Context: an optimization exercise on an open-source flow, tuned for small area and few clock cycles. The choices shown serve that exercise and are no tape-out recipe. In this exercise RTL edits were held to simulation tests only and were not proved equivalent to the original. Power figures rest on the tool's default switching activity, not on a simulated workload.

## main
## stm_core
module stm_core (
    input  wire       clk,
    input  wire       rst,           
    input  wire       step_valid,
    input  wire [7:0] step_word,
    output wire       step_ready,
    output wire       resp_valid,
    output reg  [1:0] resp_code,     
    output wire [2:0] out_pins,
    output wire       diag_valid,
    output reg  [7:0] diag_data,
    input  wire       diag_ready
);
Size: ~490 cells after synthesis, ~28 I/O pins, roughly 0.0034 mm² of cells after synthesis.
clock: 12.0 ns
lec_check: 0
cap_margin: 20
core_margin: 2
core_utilization: 55
gpl_timing_driven: 0
slew_margin: 20
standard.sh (not shown) runs the stock make flow with config.mk's settings and CLKGATE_MAP_FILE= SYNTH_SCRIPT=/design/flow/synth_recipe.tcl, a recipe that flattens the netlist after the stock synthesis.
==> flow/flow/run.sh <==
#!/bin/bash
# Standard layout, with the standard synthesis's combinational logic re-mapped
# for area (registers untouched), the smallest buffer on the ports and no
# dummy loads on the clock tree.
# Each tool's output goes to its own log here.
set -euo pipefail
R=orfs/results/$FLOW_PLATFORM/stm_core/base
LIB=$FLOW_HOME/platforms/$FLOW_PLATFORM/lib/sky130_fd_sc_hd__tt_025C_1v80.lib
YOSYS=$FLOW_HOME/../tools/install/yosys/bin/yosys
[ -x "$YOSYS" ] || YOSYS=yosys

# 1. the standard synthesis, unchanged
bash standard.sh synth > log_synth.txt 2>&1

# 2. re-map the combinational logic (ABC deep synthesis, then area mapping)
cp $R/1_2_yosys.v std_synth.v
sed -e "s#LIBFILE#$LIB#g" -e "s#NETLIST#std_synth.v#" -e "s#OUTFILE#resyn.v#" flow/resyn.ys > resyn_run.ys
$YOSYS -s resyn_run.ys > log_resyn.txt 2>&1
cp resyn.v $R/1_2_yosys.v
rm -f $R/1_synth.odb $R/1_synth.sdc

# 3. the rest of the standard layout on the re-mapped netlist
bash standard.sh "BUFFER_PORTS_ARGS=-buffer_cell sky130_fd_sc_hd__buf_1" \
  "CTS_ARGS=-sink_clustering_enable -repair_clock_nets -dont_use_dummy_load" finish > log_layout.txt 2>&1
Other scripts of this flow, unchanged in this note and not shown: flow/flow/resyn.abc, flow/flow/resyn.ys
Testbench counts of main, summed over its fixed seeds: cycles 67,587.
What the feature branch does differently from main at the input level:
-- flow/design.v --
<<< main, line 163
    wire start_panic = is_panic && !flt_diag;
    wire defer = em_busy && !em_end;
    assign diag_valid = em_busy;
    assign out_pins   = is_reset ? 3'd0 :
                        ((is_tick || is_edge) && !flt_btn) ? wr_out : out;
>>> the feature branch, line 163
    wire start_panic = is_panic && !flt_diag;
    wire defer = em_busy && !em_end;
    wire em_now = 1'b0;
    assign diag_valid = em_busy || em_now;
    assign out_pins   = is_reset ? 3'd0 :
                        ((is_tick || is_edge) && !flt_btn) ? wr_out : out;
<<< main, line 304
            em_idx <= 6'd16;
        else if (tick_ok && !defer)
            em_idx <= 6'd0;
        else if (em_busy && diag_ready)
            em_idx <= em_last ? (line_pend ? 6'd0 : 6'd63) : em_idx + (skip ? 6'd2 : 6'd1);
>>> the feature branch, line 305
            em_idx <= 6'd16;
        else if (tick_ok && !defer)
            em_idx <= (em_now && diag_ready) ? 6'd1 : 6'd0;
        else if (em_busy && diag_ready)
            em_idx <= em_last ? (line_pend ? 6'd0 : 6'd63) : em_idx + (skip ? 6'd2 : 6'd1);
<<< main, line 384
        end else begin
            case (em_idx)
                6'd0:  diag_data = "b";
                6'd1:  diag_data = "t";
                6'd2:  diag_data = "n";
>>> the feature branch, line 385
        end else begin
            case (em_idx)
                6'd0, 6'd63: diag_data = "b";    
                6'd1:  diag_data = "t";
                6'd2:  diag_data = "n";
Notes after the runs:
The feature branch completed; timing, DRC and antenna clean. Count of buffers added by post-CTS timing repair for setup: the feature branch vs main identical. Against main as the reference, the feature branch delivers a lower proportion of power drawn by flip-flops and latches. Highest-utilization routing layer at the global route stage = met1: main; highest-utilization routing layer at the global route stage = met2: the feature branch. NOTE internal cell power main->the feature branch increased slightly. Width of the die of main is on par with the feature branch. There was hardly any difference in area of the die between the feature branch and main. The feature branch against main; power per cell area is down by a few percent. On share of the final layout cell area in sequential cells, main and the feature branch are basically level.
Testbench counts of the feature branch, summed over its fixed seeds: cycles 67,587.

-- re-timing with driven ports --
The flow's constraints put no driver on any port. The routed layouts listed below were extracted and timed again, unchanged, in two steps. Step 1 (the two cells are an assumption about what drives the block):
set clk [get_ports {clk}]
set_driving_cell -lib_cell sky130_fd_sc_hd__clkbuf_16 $clk
set_driving_cell -lib_cell sky130_fd_sc_hd__buf_2 [delete_from_list [all_inputs] $clk]
Step 2 also shifts input and output timing later by t, the mid clock arrival at the registers, as if the neighbouring blocks saw the same clock. a / b / c = ideal ports / drivers / drivers and shift; a / b = the first two.
| run | t (ns) | setup WS [ns] | hold slack, ns | worst setup path at the end | worst register clock-pin slew, ns |
|---|---|---|---|---|---|
| main | 0.322 | 3.498 / 3.470 / 3.470 | 0.444 / 0.444 / 0.444 | input to output | 0.09 / 0.09 |
| the feature branch | 0.315 | 3.130 / 3.106 / 3.106 | 0.487 / 0.487 / 0.487 | input to output | 0.09 / 0.09 |
After both steps every run listed still meets setup and hold. For main, which loses most, drivers alone change the setup slack by -0.028 ns; drivers and shift together by -0.028 ns.
